This design comes from an exercise in tuning for small area and few clock cycles on the open sky130 flow, not from production work. Function not checked in this run: the RTL went through the layout flow alone. Power figures rest on the tool's default switching activity, not on a simulated workload.

--- design/flow/run.sh ---
#!/bin/bash
# synth_recipe.tcl (not shown) runs the flow's synth.tcl, then flattens the netlist and writes it again
# the make line also repeats each setting of config.mk as NAME=value (left out here)
make -C /OpenROAD-flow-scripts/flow DESIGN_CONFIG=/design/flow/config.mk WORK_HOME=/design/flow/orfs CLKGATE_MAP_FILE= SYNTH_SCRIPT=/design/flow/synth_recipe.tcl finish
--- design/flow/config.mk ---
export PLATFORM = sky130hd
export DESIGN_NAME = spf_rx
export DESIGN_NICKNAME = spf_rx
export VERILOG_FILES = /design/flow/design.v
export SDC_FILE = /design/flow/constraint.sdc
export NUM_CORES = 4
export LEC_CHECK = 0
export CAP_MARGIN = 20
export CORE_MARGIN = 2
export CORE_UTILIZATION = 30
export SLEW_MARGIN = 20
--- design/flow/constraint.sdc ---
create_clock -name core_clock -period 12.0 [get_ports {clk}]
set_input_delay 2.4000 -clock core_clock [delete_from_list [all_inputs] [get_ports {clk}]]
set_output_delay 2.4000 -clock core_clock [all_outputs]
set_load 0.01 [all_outputs]
--- design/flow/design.v ---
module spf_rx #(
    parameter [31:0] WINDOW_LEN = 32'd3_000_000,    
    parameter [31:0] COOLDOWN   = 32'd300_000_000   
) (
    input             clk,
    input             rst,
    input             in_valid,
    input      [7:0]  in_data,
    output            in_ready,
    output            idle,
    output reg        frame_valid,
    output reg [5:0]  frame_len,
    output reg        reading_valid,
    output reg        sh_valid,
    output reg [1:0]  sh_status,
    output reg [15:0] sh_move_dist,
    output reg [7:0]  sh_move_energy,
    output reg [15:0] sh_static_dist,
    output reg [7:0]  sh_static_energy,
    output reg [15:0] sh_det_dist,
    input             tick,
    input      [31:0] now,
    output reg        pf_dyn,
    output reg        pf_stat,
    output reg        pf_robust
);
    localparam DEPTH = 64;
    localparam LMAX  = 54;            
    localparam [31:0] HDR = 32'hF4F3F2F1;
    localparam [31:0] FTR = 32'hF8F7F6F5;
    localparam [7:0]  MARKER = 8'hAA;
    localparam        TELEM_MIN_LEN = 11;
    reg [7:0] mem [0:DEPTH-1];
    reg [5:0] head;
    reg [5:0] tail;
    reg [6:0] count;
    assign in_ready = (count != DEPTH);
    wire in_fire = in_valid && in_ready;
    always @(posedge clk) begin
        if (in_fire)
            mem[tail] <= in_data;
    end
    function [7:0] at;
        input [5:0] k;
        begin
            at = mem[head + k];
        end
    endfunction
    wire [31:0] hdr_bytes = {at(6'd0), at(6'd1), at(6'd2), at(6'd3)};
    wire        hdr_ok    = (count >= 7'd4) && (hdr_bytes == HDR);
    wire [15:0] len_field = {at(6'd5), at(6'd4)};
    wire        too_long  = (len_field > LMAX);
    wire [5:0]  plen      = len_field[5:0];
    wire [6:0]  total     = {1'b0, plen} + 7'd10;
    wire [5:0]  ftr_pos   = plen + 6'd6;
    wire [31:0] ftr_bytes = {at(ftr_pos), at(ftr_pos + 6'd1),
                             at(ftr_pos + 6'd2), at(ftr_pos + 6'd3)};
    wire        ftr_ok    = (ftr_bytes == FTR);
    wire have_len  = hdr_ok && (count >= 7'd6);
    wire complete  = have_len && !too_long && (count >= total);
    wire do_drop1  = (count >= 7'd4) && !hdr_ok;
    wire do_drop4  = (have_len && too_long) || (complete && !ftr_ok);
    wire do_emit   = complete && ftr_ok;
    assign idle = !(do_drop1 || do_drop4 || do_emit);
    reg [6:0] drop_n;
    always @(*) begin
        if (do_emit)       drop_n = total;
        else if (do_drop4) drop_n = 7'd4;
        else if (do_drop1) drop_n = 7'd1;
        else               drop_n = 7'd0;
    end
    always @(posedge clk) begin
        if (rst) begin
            head  <= 6'd0;
            tail  <= 6'd0;
            count <= 7'd0;
        end else begin
            head  <= head + drop_n[5:0];
            if (in_fire)
                tail <= tail + 6'd1;
            count <= count + {6'd0, in_fire} - drop_n;
        end
    end
    wire [7:0] p1  = at(6'd7);
    wire [7:0] p2  = at(6'd8);
    wire       dec_ok = (plen >= TELEM_MIN_LEN) && (p1 == MARKER) && (p2 <= 8'd3);
    always @(posedge clk) begin
        if (rst) begin
            frame_valid      <= 1'b0;
            frame_len        <= 6'd0;
            reading_valid    <= 1'b0;
            sh_valid         <= 1'b0;
            sh_status        <= 2'd0;
            sh_move_dist     <= 16'd0;
            sh_move_energy   <= 8'd0;
            sh_static_dist   <= 16'd0;
            sh_static_energy <= 8'd0;
            sh_det_dist      <= 16'd0;
        end else begin
            frame_valid   <= do_emit;
            reading_valid <= do_emit && dec_ok;
            if (do_emit)
                frame_len <= plen;
            if (do_emit && dec_ok) begin
                sh_valid         <= 1'b1;
                sh_status        <= p2[1:0];
                sh_move_dist     <= {at(6'd10), at(6'd9)};
                sh_move_energy   <= at(6'd11);
                sh_static_dist   <= {at(6'd13), at(6'd12)};
                sh_static_energy <= at(6'd14);
                sh_det_dist      <= {at(6'd16), at(6'd15)};
            end
        end
    end
    reg [31:0] win0, win1, win2;
    reg        win0_v, win1_v, win2_v;
    reg [31:0] active_until;
    reg        active_v;
    wire motion     = sh_valid && sh_status[0];    
    wire stationary = sh_valid && sh_status[1];    
    wire [31:0] third   = motion ? win1   : win2;
    wire        third_v = motion ? win1_v : win2_v;
    wire        burst   = third_v && ((now - third) <= WINDOW_LEN);
    wire        cooling = active_v && (now <= active_until);
    always @(posedge clk) begin
        if (rst) begin
            win0_v       <= 1'b0;
            win1_v       <= 1'b0;
            win2_v       <= 1'b0;
            active_v     <= 1'b0;
            pf_dyn       <= 1'b0;
            pf_stat      <= 1'b0;
            pf_robust    <= 1'b0;
        end else if (tick) begin
            if (motion) begin
                win0   <= now;
                win1   <= win0;
                win2   <= win1;
                win0_v <= 1'b1;
                win1_v <= win0_v;
                win2_v <= win1_v;
            end
            if (burst) begin
                active_until <= now + COOLDOWN;
                active_v     <= 1'b1;
            end
            pf_dyn    <= burst || cooling;
            pf_stat   <= stationary;
            pf_robust <= (burst || cooling) && stationary;
        end
    end
endmodule
==> run notes <==
-- per-stage QoR --
| stage | area (um2) | power, W |
|---|---|---|
| floorplan | 64310 | 0.01114 |
| global placement | 68880 | 0.01808 |
| detailed placement | 68890 | 0.01803 |
| CTS | 71750 | 0.02077 |
| global route | 71890 | 0.02186 |
| finish | 72000 | 0.02226 |
-- state kept, by name, summed over array words and instances (netlist names), 2 cells and up --
signal	flops
tail	6
win0	32
sh_move_energy	8
count	7
head	6
win2	32
active_until	32
sh_move_dist	16
sh_static_dist	16
win1	32
sh_det_dist	16
sh_static_energy	8
frame_len	6
mem	512
sh_status	2
-- Yosys cell counts (88+ instances only) --
| cell | n |
|---|---|
| a21oi_1 | 148 |
| buf_2 | 89 |
| clkbuf_1 | 213 |
| dfxtp_1 | 101 |
| edfxtp_1 | 640 |
| ha_1 | 118 |
| inv_1 | 152 |
| mux2i_1 | 230 |
| mux4_2 | 873 |
| nand2_1 | 423 |
| nand3_1 | 149 |
| nand4_1 | 140 |
| nor2_1 | 328 |
| nor3_1 | 127 |
| o21ai_0 | 123 |
| xnor2_1 | 88 |
-- worst max-delay path by stage --
stage / endpoint / slack, ps / depth (start not counted)
global route: count[6] / 770 / 33
CTS: count[6] / 1370 / 33
floorplan: count[6] / 1410 / 45
global placement: count[6] / 1230 / 30
detailed placement: count[6] / 1510 / 33
finish: count[6] / 980 / 34
-- kinds of logic (layout without fill, tap and decap cells) --
family          Yosys count  after routing
xor+xnor                130            130
buf+inv                 613            635
other cells               0             47
fa+ha+maj               126            126
simple gates           1721           1721
compound gates          807            807
flops                   741            741
mux                    1151           1151
-- area by class of cell --
cell class | instances | area share, %
Multi-Input combinational cell | 3935 | 56.52
Sequential cell | 741 | 29.52
Tap cell | 2821 | 4.902
Timing Repair Buffer | 327 | 4.084
Clock buffer | 97 | 2.986
Clock inverter | 53 | 0.9906
Inverter | 158 | 0.8255
Antenna cell | 47 | 0.1634
-- placed cells by master, fill, tap and decap left out, types with 114 or more instances in the layout --
| master | n |
|---|---|
| mux2i_1 | 230 |
| nand2_1 | 420 |
| o21ai_0 | 123 |
| mux4_2 | 873 |
| a21oi_1 | 148 |
| buf_4 | 186 |
| ha_1 | 114 |
| nand3_1 | 147 |
| nand4_1 | 140 |
| nor3_1 | 127 |
| edfxtp_1 | 640 |
| nor2_1 | 325 |
| clkdlybuf4s50_1 | 114 |
| inv_1 | 151 |
-- layer usage --
metal	up-vias	GRT usage (%)	routed length, um
li1	21820	-	-
met1	29880	37.57	120900
met2	6501	43.44	140300
met3	1782	17.24	61270
met4	29	22.83	34770
met5	-	2.525	976
-- power by group --
| group | internal (W) | switching, W | total (W) |
|---|---|---|---|
| Combinational | 0.00521 | 0.0115 | 0.0167 |
| Sequential | 0.00283 | 0.0000642 | 0.00289 |
| Clock | 0.00156 | 0.00114 | 0.00270 |
| Total | 0.00960 | 0.0127 | 0.0223 |
-- worst max-delay path, delay by kind of cell, from the launching register on --
family	cells	cell delay (ps)
flops	1	510
mux	5	1870
compound gates	12	3030
fa+ha+maj	6	2250
buf+inv	6	1320
simple gates	3	720
xor+xnor	2	930
==> reports/metrics.cfg <==
[critical_path]
reg2reg_depth=34
path_class=flip-flop to flip-flop
cpMostUsedCell=a21oi_1
reg2reg_slack_ps=980
crit_start=head[2]
reg2reg_from=head[2]
rr_endpoint=count[6]
critPathCaptureType=flip-flop
startpoint_type=flip-flop
slowest_stage=a211oi_2
worstPathMaxFanout=53
cpPeakStageDelay_ps=820
arrival_ps=11590
critical_path_required_ps=12570

[cts]
cts_buffers=81
cts.repair.resized=0
cts_setup_buffers=0
cts_root_buffer=clkbuf_16
tritoncts=done
clk_latency_ps=780
cts_sinks=741
cts_hold_buf=0
clk_path_buf_depth=3
path_clk_slew_ps=60
cts_max_level=3

[min_path]
hp-start=win0[13]
hold_path.class=flip-flop to flip-flop
min_to=win1[13]
whs_path_depth=0

[cells_and_area]
fin_nets=5414
final_util_pct=33.88
syn2layout_area_growth_pct=11.96
drive_gt1_share_pct=25.32
fill_cells=20710
seqCellArea_um2=21260
fin_cells=8179
multiInputGateArea_um2=40700

[synth]
yosys.cell_types.count=97
synth_top_cells_by_area=mux4_2, edfxtp_1, mux2i_1, dfxtp_1, nand2_1
synth_area_um2=64310
synth-xor-area-share_pct=1.897
synth-adder-area-share_pct=2.545
synth_top_cell_area_share_pct=30.57
syn_nets=5459
avgSynthCellArea_um2=12.16
synth_edf_count=640
synth_top_family_by_area=multiplexers
netlist_instances=5289
synth-async-reset-ratio_pct=0
seq_area_frac_synth_pct=33.03
synth_top_area_cell=mux4_2
synth_ff_type=edfxtp_1
synth_compound_area_share_pct=8.662
ys_seq_elements=741
yosysWarningCount=1
synthMuxAreaShare_pct=35.00
synth-simple-area-share_pct=14.43

[route]
routedWlPerCell_um=43.80
vias_per_cell=7.338
drt-total-wl_um=358200
drc=0
drt_iter0_drc=11930
first_pass_iters=10
antenna_left=0
num_vias=60010

[grt]
grt_usage_pct=31.89
antenna_found_initial=35
grt.overflow.total=0
grt_pass1_vias=54440
grt_max_degree=129
grt_pass1_wl_um=480700

[sta]
slew_headroom_pct=14.75
fmax_mhz=90.77
setup_ws_ps=983.6
holdWs_ps=410.1
finalHoldViolCount=0
maxSlewViolCount=0
rsz0062_at_grt=false
worst_pin_slew_ps=1243
period_needed_ps=11020
setup_violations=0
post-route-period-util_pct=91.80
tns_ps=0
fin_worst_skew_ps=50.95

[placement]
io_buffers=123
routabilityCongestion=1.181
numPlacedInstances=7979
pre_cts_slack_ps=1510
dp_hpwl_um=268700

[floorplan]
die_x_um=467.0
core_um2=212500
die_area_um2=218100
initial_core_util_pct=30.26
pin_count=124
num_rows=169
die_h_um=467.0

[power_and_ir_drop]
ir_worst_vdd_mv=0.4010
p_leak_nw=23.10
p_per_area_nw_per_um2=309.2

[job]
cap_viol_max_count=0

[outcome]
outcome=finished clean

[what the ideal ports hide]
How much do the figures lean on ideal ports? The routed layout below was timed once more, with nothing changed but the port constraints.
Step 1 sets driving cells, clkbuf_16 on the clock port and buf_2 on the other inputs (assumed; they add their load-dependent delay and slew).
Step 2 also shifts input and output timing later by t, the mid clock arrival at the registers, as if the neighbouring blocks saw the same clock.
Three values: ideal ports, drivers, drivers and shift; two values: the first two.
t (ns): 0.853
setup WS [ns]: 0.984 / 0.984 / 0.984
worst register clock-pin slew, ns: 0.09 / 0.09
worst data-port slew with drivers (ns): 0.17
After both steps setup and hold are still met in this run. The setup slack of this run moves by 0.000 ns with the drivers and by 0.000 ns with both steps.
